This design comes from an exercise in tuning for small area, a short achievable clock period and few clock cycles per item on the open sky130 flow, not from production work.
The RTL was checked by simulation tests, not by an equivalence proof against the original design.

## gf251_encode
module gf251_encode (
    input  wire         clk,
    input  wire         rst,
    input  wire         start,
    input  wire [3:0]   k,
    input  wire [7:0]   n,
    input  wire [7:0]   r,
    input  wire [111:0] px,         
    output wire         ready,
    output wire         out_valid,
    input  wire         out_ready,
    output wire         out_last,
    output wire         out_err,
    output wire [7:0]   out_m,      
    output wire [7:0]   out_d       
);
    function [7:0] norm8(input [7:0] v);
        begin
            norm8 = (v >= 8'd251) ? v - 8'd251 : v;
        end
    endfunction
    function [8:0] lfold(input [9:0] u);
        begin
            lfold = u[7:0] + u[9:8] * 3'd5;
        end
    endfunction
    function [7:0] canon(input [9:0] u);
        begin
            canon = (u >= 10'd502) ? u - 10'd502 : (u >= 10'd251) ? u - 10'd251 : u[7:0];
        end
    endfunction
    function [8:0] pfold(input [12:0] v);
        begin
  ...
Size: ~3,700 cells after synthesis, ~530 flip-flops, roughly 160 I/O pins, ~38,000 um2 of cells after synthesis.
Settings: LEC_CHECK=0, CAP_MARGIN=20, CORE_MARGIN=2, CORE_UTILIZATION=40, CTS_CLUSTER_DIAMETER=100, CTS_CLUSTER_SIZE=20, PLACE_DENSITY=0.6, SLEW_MARGIN=20; clock period 22.0 ns.
standard.sh (not shown) runs the stock make flow with config.mk's settings and CLKGATE_MAP_FILE= SYNTH_SCRIPT=/design/flow/synth_recipe.tcl, a recipe that flattens the netlist after the stock synthesis.
==> flow/flow/run.sh <==
#!/bin/bash
# The standard layout (the standard.sh, every ORFS step unchanged) with
# one hook: after repair_design, the port buffers get a buf_2 cell instead
# of a slow delay buffer (see ports.tcl).  The make output is kept in
# flow_make.log in the work folder; ORFS keeps each step's log under
# orfs/logs/.
set -euo pipefail
WORK="$(pwd)"
bash standard.sh POST_RESIZE_TCL="$WORK/flow/ports.tcl" finish > "$WORK/flow_make.log" 2>&1
==> flow/flow/ports.tcl <==
# POST_RESIZE hook (after repair_design in the placement step).
# buffer_ports gives every input and output port its own buffer, and
# repair_design leaves a slow delay buffer on them because the paths have
# plenty of slack at the design's period.  Give those port buffers a plain
# buf_2 instead; every port keeps its own buffer, nothing else changes.
set n 0
foreach inst [get_cells -quiet {input* output*}] {
  set master [get_property [get_lib_cells -of_objects $inst] name]
  if { [string match "sky130_fd_sc_hd__clkdlybuf*" $master] ||
       [string match "sky130_fd_sc_hd__dlygate*" $master] ||
       $master == "sky130_fd_sc_hd__buf_1" } {
    replace_cell $inst sky130_fd_sc_hd__buf_2
    incr n
  }
}
puts "ports.tcl: resized $n port buffers to sky130_fd_sc_hd__buf_2"
Testbench counts at the start, summed over its fixed seeds: cycles 3,756, items 3,482.
Then changed:
--- a/flow/design.v
+++ b/flow/design.v
@@ -88,21 +88,19 @@
     wire [8:0]  mac0, mac1;
     gf251_mul u_mac0 (.acc(B0), .a(P[0]), .d(R[7:6]), .p(mac0));
     gf251_mul u_mac1 (.acc(B1), .a(P[1]), .d(R[7:6]), .p(mac1));
     localparam C_IDLE = 2'd0;
     localparam C_CONV = 2'd1;
     localparam C_FULL = 2'd2;
     reg [1:0]  cst;
     reg [2:0]  cs;            
     reg        cph;           
-    reg [7:4]  cnx;           
-    reg [7:0]  SF, SG;        
-    wire [7:0] clr = {cnx, 4'b0000};
+    reg [7:3]  csat;          
     reg [7:2]  csle;          
     reg [3:0]  ck;
     reg [7:0]  cn;
     reg        cbad;
     reg [8:0]  CF [0:7];      
     reg [8:0]  CG [0:7];
     localparam E_IDLE = 2'd0;
     localparam E_OUT  = 2'd1;
     localparam E_ERR  = 2'd2;
@@ -127,19 +125,19 @@
     wire [9:0]  csum0 = {1'b0, CF[0]} + {1'b0, CF[1]};
     wire [12:0] cprod [2:7];
     generate
         for (t = 2; t < 8; t = t + 1) begin : g_cm
             wire [12:0] xa = {4'd0, CF[t-1]};
             wire [12:0] xb;
             if (t < 3) begin : nm
                 assign xb = {4'd0, CF[t]};
             end else begin : mk
-                assign xb = {4'd0, CF[t]};
+                assign xb = csat[t] ? 13'd0 : {4'd0, CF[t]};
             end
             if (t == 2) begin : c2
                 assign cprod[t] = (xa << 1) + (xb << 1);
             end else if (t == 3) begin : c3
                 assign cprod[t] = (xa << 1) + (xb << 1) + xa + xb;
             end else if (t == 4) begin : c4
                 assign cprod[t] = (xa << 2) + (xb << 2);
             end else if (t == 5) begin : c5
                 assign cprod[t] = (xa << 2) + (xb << 2) + xa + xb;
@@ -147,23 +145,23 @@
                 assign cprod[t] = (xa << 2) + (xb << 2) + (xa << 1) + (xb << 1);
             end else begin : c7
                 assign cprod[t] = (xa << 3) - xa;
             end
         end
     endgenerate
     reg [7:0] wpix;
     always @(*) begin
         case (cs)
-            3'd3:    wpix = CF[4][7:0];
-            3'd4:    wpix = CF[5][7:0];
-            3'd5:    wpix = CF[6][7:0];
-            3'd6:    wpix = CF[7][7:0];
-            default: wpix = SF;
+            3'd3:    wpix = CF[3][7:0];
+            3'd4:    wpix = CF[4][7:0];
+            3'd5:    wpix = CF[5][7:0];
+            3'd6:    wpix = CF[6][7:0];
+            default: wpix = CF[7][7:0];
         endcase
     end
     wire [7:0] feed = norm8(wpix);
     reg [7:0] gpk;
     reg [7:0] gpix [3:7];
     always @(*) begin
         case (KK)
             4'd3:    gpk = P[3];
             4'd4:    gpk = P[4];
@@ -219,42 +217,38 @@
         end
         if (cload) begin
             CF[0] <= {1'b0, norm8(P[2])};
             CF[1] <= {1'b0, P[0]} + {1'b0, P[1]};
             CF[2] <= {P[0], 1'b0};
             CG[0] <= {1'b0, norm8(gpk)};
             CG[1] <= lfold({1'b0, B0} + {1'b0, B1});
             CG[2] <= lfold({B0, 1'b0});
             for (q = 3; q < 8; q = q + 1) begin
-                CF[q] <= (q > 3 && KK > q - 1) ? {1'b0, P[q-1]} : 9'd0;
-                CG[q] <= (q > 3) ? {1'b0, gpix[q-1]} : 9'd0;
+                CF[q] <= (KK > q) ? {1'b0, P[q]} : 9'd0;
+                CG[q] <= {1'b0, gpix[q]};
             end
             ck   <= KK;
             cn   <= NN;
             cbad <= bad;
             cs   <= 3'd3;
-            cnx  <= 4'b0001;
-            SF   <= (KK > 4'd7) ? P[7] : 8'd0;
-            SG   <= gpix[7];
+            csat <= 5'b00001;
             csle <= 6'b000011;
             cph  <= 1'b0;
         end else if (cstep) begin
             CG[0] <= {1'b0, feed};
             CG[1] <= {1'b0, canon(csum0)};
             for (q = 2; q < 8; q = q + 1)
-                CG[q] <= csle[q] ? pfold(cprod[q]) : clr[q] ? 9'd0 : CF[q];
-            SG <= SF;
-            SF <= SG;
+                CG[q] <= csle[q] ? pfold(cprod[q]) : CF[q];
             for (q = 0; q < 8; q = q + 1)
                 CF[q] <= CG[q];
             if (cph) begin
                 cs   <= cs + 3'd1;
-                cnx  <= {cnx[6:4], 1'b0};
+                csat <= {csat[6:3], 1'b0};
                 csle <= {csle[6:2], 1'b1};
             end
             cph <= ~cph;
         end
         if (copy) begin
             for (q = 0; q < 8; q = q + 1) begin
                 F[q] <= CF[q];
                 G[q] <= CG[q];
             end
What happened:
- The new run completed with no timing, DRC or antenna violations
- worst setup slack gets worse by 0.18 ns
- non-clock buffer count climbs by 2
- maximum frequency drops by 2.9%
- synthesized area drops by 1.7%
- critical path depth climbs by 1
- design area drops by 1.1%
- clock-buffer cell count drops by 1
- via count drops by 0.87%
- final cell count drops by 0.84%
- utilization climbs by 0.30 points
- clock skew drops by 0.013 ns
Testbench counts after the change, summed over its fixed seeds: cycles 3,756, items 3,482.

---

The RTL this note starts from:
==> flow/design.v <==
module gf251_mul (
    input  wire [15:0] prod,
    output wire [7:0]  p
);
    wire [10:0] q = prod[15:8] * 3'd5 + prod[7:0];    
    wire [8:0]  s = q[10:8] * 3'd5 + q[7:0];           
    assign p = (s >= 9'd251) ? s - 9'd251 : s[7:0];
endmodule
module gf251_encode (
    input  wire         clk,
    input  wire         rst,
    input  wire         start,
    input  wire [3:0]   k,
    input  wire [7:0]   n,
    input  wire [7:0]   r,
    input  wire [111:0] px,         
    output wire         ready,
    output wire         out_valid,
    input  wire         out_ready,
    output wire         out_last,
    output wire         out_err,
    output wire [7:0]   out_m,      
    output wire [7:0]   out_d       
);
    function [7:0] norm8(input [7:0] v);
        begin
            norm8 = (v >= 8'd251) ? v - 8'd251 : v;
        end
    endfunction
    function [8:0] lfold(input [9:0] u);
        begin
            lfold = u[7:0] + u[9:8] * 3'd5;
        end
    endfunction
    function [7:0] canon(input [9:0] u);
        begin
            canon = (u >= 10'd502) ? u - 10'd502 : (u >= 10'd251) ? u - 10'd251 : u[7:0];
        end
    endfunction
    function [8:0] cmul(input [9:0] u, input [2:0] c);
        reg [12:0] v;
        begin
            v = u * c;
            cmul = v[7:0] + v[12:8] * 3'd5;
        end
    endfunction
    reg        rdy;         
    wire       pend = ~rdy;  
    reg [2:0]  pc;          
    reg [15:0] PR;          
    reg [7:0]  P [0:13];
    reg [7:0]  R;           
    reg [7:0]  B0;
    reg [3:0]  KK;
    reg [7:0]  NN;
    reg        bad;
    wire [7:0]  mul_p;
    wire [15:0] mul_prod = R * (pc[1] ? P[1] : P[0]);
    gf251_mul u_mul (.prod(PR), .p(mul_p));
    localparam E_IDLE = 3'd0;
    localparam E_CONV = 3'd1;
    localparam E_STEP = 3'd2;
    localparam E_OUT  = 3'd3;
    localparam E_ERR  = 3'd4;
    reg [2:0]  est;
    reg [2:0]  s;
    reg [3:0]  ek;
    reg [7:0]  cnt;
    reg [8:0]  F [0:7];     
    reg [8:0]  G [0:7];
    reg        o_valid, o_last, o_err;
    wire xfer     = o_valid & out_ready;
    wire eng_free = (est == E_IDLE) || (xfer && o_last);
    wire launch   = pend && pc[2] && eng_free;
    wire last_s   = ({1'b0, s} == ek - 4'd1);
    wire release_p = (launch && bad) || (est == E_CONV && last_s);
    wire estep    = (est == E_STEP) || (est == E_OUT && out_ready);
    wire conv     = (est == E_CONV);
    wire [9:0] sumF [0:6];    
    wire [9:0] sumG [0:6];
    genvar t;
    generate
        for (t = 0; t < 7; t = t + 1) begin : g_sum
            assign sumF[t] = {1'b0, F[t]} + {1'b0, F[t+1]};
            assign sumG[t] = {1'b0, G[t]} + {1'b0, G[t+1]};
        end
    endgenerate
    wire [7:0] nextF0 = canon(sumF[0]);
    wire [7:0] nextG0 = canon(sumG[0]);
    wire [3:0] gidx  = ek + {1'b0, s} - 4'd2;
    wire [7:0] feedF = norm8(P[s]);
    wire [7:0] feedG = norm8(P[gidx]);
    assign ready = rdy;
    integer q;
    always @(posedge clk) begin
        if (!pend) begin
            for (q = 0; q < 14; q = q + 1) P[q] <= px[8*q +: 8];
            R  <= r;
            KK <= k;
            NN <= n;
        end else begin
            case (pc)
                3'd0: begin
                    P[0] <= (norm8(P[0]) == 8'd0) ? 8'd1 : norm8(P[0]);
                    P[1] <= (norm8(P[1]) == 8'd0) ? 8'd1 : norm8(P[1]);
                    R    <= 8'd251 - R;
                    bad  <= (KK < 4'd3) || (KK > 4'd8) || (NN < {4'd0, KK}) || (NN > 8'd250);
                end
                3'd1: PR <= mul_prod;
                3'd2: begin
                    B0 <= mul_p;
                    PR <= mul_prod;
                end
                3'd3: R  <= mul_p;
                default: ;
            endcase
        end
        if (launch) begin
            F[0] <= {1'b0, P[1]};
            F[1] <= {1'b0, P[0]};
            G[0] <= {1'b0, R};
            G[1] <= {1'b0, B0};
            for (q = 2; q < 8; q = q + 1) begin
                F[q] <= 9'd0;
                G[q] <= 9'd0;
            end
        end else if (conv) begin
            F[0] <= {1'b0, feedF};
            G[0] <= {1'b0, feedG};
            F[1] <= {1'b0, nextF0};
            G[1] <= {1'b0, nextG0};
            for (q = 2; q < 8; q = q + 1) begin
                F[q] <= cmul(sumF[q-1], q);
                G[q] <= cmul(sumG[q-1], q);
            end
        end else if (estep) begin
            F[0] <= {1'b0, nextF0};
            G[0] <= {1'b0, nextG0};
            for (q = 1; q < 7; q = q + 1) begin
                F[q] <= lfold(sumF[q]);
                G[q] <= lfold(sumG[q]);
            end
        end
        if (launch) begin
            ek  <= KK;
            cnt <= NN;
            s   <= 3'd2;
        end else if (conv) begin
            s <= s + 3'd1;
        end else if (est == E_STEP || xfer) begin
            cnt <= cnt - 8'd1;
        end
        if (rst) begin
            pc      <= 3'd0;
            rdy     <= 1'b1;
            est     <= E_IDLE;
            o_valid <= 1'b0;
            o_last  <= 1'b0;
            o_err   <= 1'b0;
        end else begin
            if (!pend) begin
                rdy  <= ~start;
                pc   <= 3'd0;
            end else begin
                if (!pc[2]) pc <= pc + 3'd1;
                if (release_p) begin
                    rdy  <= 1'b1;
                end
            end
            if (launch) begin
                est     <= bad ? E_ERR : E_CONV;
                o_valid <= bad;
                o_err   <= bad;
                o_last  <= bad;
            end else begin
                case (est)
                    E_CONV: if (last_s) est <= E_STEP;
                    E_STEP: begin
                        est     <= E_OUT;
                        o_valid <= 1'b1;
                        o_last  <= (cnt == 8'd1);
                    end
                    E_OUT: if (out_ready) begin
                        if (o_last) begin
                            est     <= E_IDLE;
                            o_valid <= 1'b0;
                        end
                        o_last <= (cnt == 8'd1);
                    end
                    E_ERR: if (out_ready) begin
                        est     <= E_IDLE;
                        o_valid <= 1'b0;
                        o_err   <= 1'b0;
                    end
                    default: est <= E_IDLE;
                endcase
            end
        end
    end
    assign out_valid = o_valid;
    assign out_last  = o_last;
    assign out_err   = o_err;
    assign out_m     = F[0][7:0];
    assign out_d     = G[0][7:0];
endmodule
clock: 22.0 ns
lec_check: 0
cap_margin: 20
core_margin: 2
core_utilization: 40
place_density: 0.6
slew_margin: 20
run.sh (not shown) runs the stock make flow with config.mk's settings and CLKGATE_MAP_FILE= SYNTH_SCRIPT=/design/flow/synth_recipe.tcl, a recipe that flattens the netlist after the stock synthesis.
Stock flow here: none of the scripts above is used.
Testbench counts at the start, summed over its fixed seeds: cycles 4,966, items 3,482.
Next try:
--- a/flow/design.v
+++ b/flow/design.v
@@ -74,5 +74,5 @@
     wire launch   = pend && pc[2] && eng_free;
     wire last_s   = ({1'b0, s} == ek - 4'd1);
-    wire release_p = (launch && bad) || (est == E_CONV && last_s);
+    wire release_p = (launch && (bad || KK == 4'd3)) || (est == E_CONV && last_s);
     wire estep    = (est == E_STEP) || (est == E_OUT && out_ready);
     wire conv     = (est == E_CONV);
@@ -88,6 +88,7 @@
     wire [7:0] nextF0 = canon(sumF[0]);
     wire [7:0] nextG0 = canon(sumG[0]);
-    wire [3:0] gidx  = ek + {1'b0, s} - 4'd2;
-    wire [7:0] feedF = norm8(P[s]);
+    wire [3:0] gidx  = launch ? KK : ek + {1'b0, s} - 4'd2;
+    wire [2:0] fidx  = launch ? 3'd2 : s;
+    wire [7:0] feedF = norm8(P[fidx]);
     wire [7:0] feedG = norm8(P[gidx]);
     assign ready = rdy;
@@ -117,9 +118,11 @@
         end
         if (launch) begin
-            F[0] <= {1'b0, P[1]};
-            F[1] <= {1'b0, P[0]};
-            G[0] <= {1'b0, R};
-            G[1] <= {1'b0, B0};
-            for (q = 2; q < 8; q = q + 1) begin
+            F[0] <= {1'b0, feedF};
+            F[1] <= {1'b0, P[0]} + {1'b0, P[1]};
+            F[2] <= {P[0], 1'b0};
+            G[0] <= {1'b0, feedG};
+            G[1] <= {1'b0, B0} + {1'b0, R};
+            G[2] <= {B0, 1'b0};
+            for (q = 3; q < 8; q = q + 1) begin
                 F[q] <= 9'd0;
                 G[q] <= 9'd0;
@@ -145,5 +148,5 @@
             ek  <= KK;
             cnt <= NN;
-            s   <= 3'd2;
+            s   <= 3'd3;
         end else if (conv) begin
             s <= s + 3'd1;
@@ -169,5 +172,5 @@
             end
             if (launch) begin
-                est     <= bad ? E_ERR : E_CONV;
+                est     <= bad ? E_ERR : (KK == 4'd3) ? E_STEP : E_CONV;
                 o_valid <= bad;
                 o_err   <= bad;
Setup slack loses 920 ps; die area went up by 2.1%; critical path depth went up by 5; clock skew went up by 6.3 ps.
Testbench counts after the change, summed over its fixed seeds: cycles 4,646, items 3,482.

-- static timing again, ports no longer ideal --
No port has a modelled driver above. Below, the same layouts with a new extraction and two added sets of constraints. Step 1: set_driving_cell puts a clkbuf_16 on clk and a buf_2 on each other input, an assumption about the parent block. Step 2 moves the port delays by t, midway between the first and last clock arrival at a register: inputs arrive t later, outputs are due t later. That takes back most of the time a late clock gives input paths. Three values: ideal, step 1, step 2; two values: the first two.
run	shift t [ns]	setup slack, ns	worst setup path at the end	latest minus earliest clock arrival (ns)	worst slew at a driven data input, ns
the first run of note 1	0.698	16.089 / 16.089 / 16.089	register to register	0.038 / 0.037	0.06
the second run of note 1	0.653	15.911 / 15.911 / 15.911	register to register	0.023 / 0.023	0.06
the first run of note 2	0.642	14.543 / 14.514 / 13.872	input to register	0.039 / 0.040	0.09
the second run of note 2	0.647	13.620 / 13.643 / 12.996	input to register	0.042 / 0.042	0.09
After both steps setup and hold are still met in every run listed. The setup slack of the first run of note 2, which loses most, moves by -0.029 ns with the drivers and by -0.671 ns with both steps.
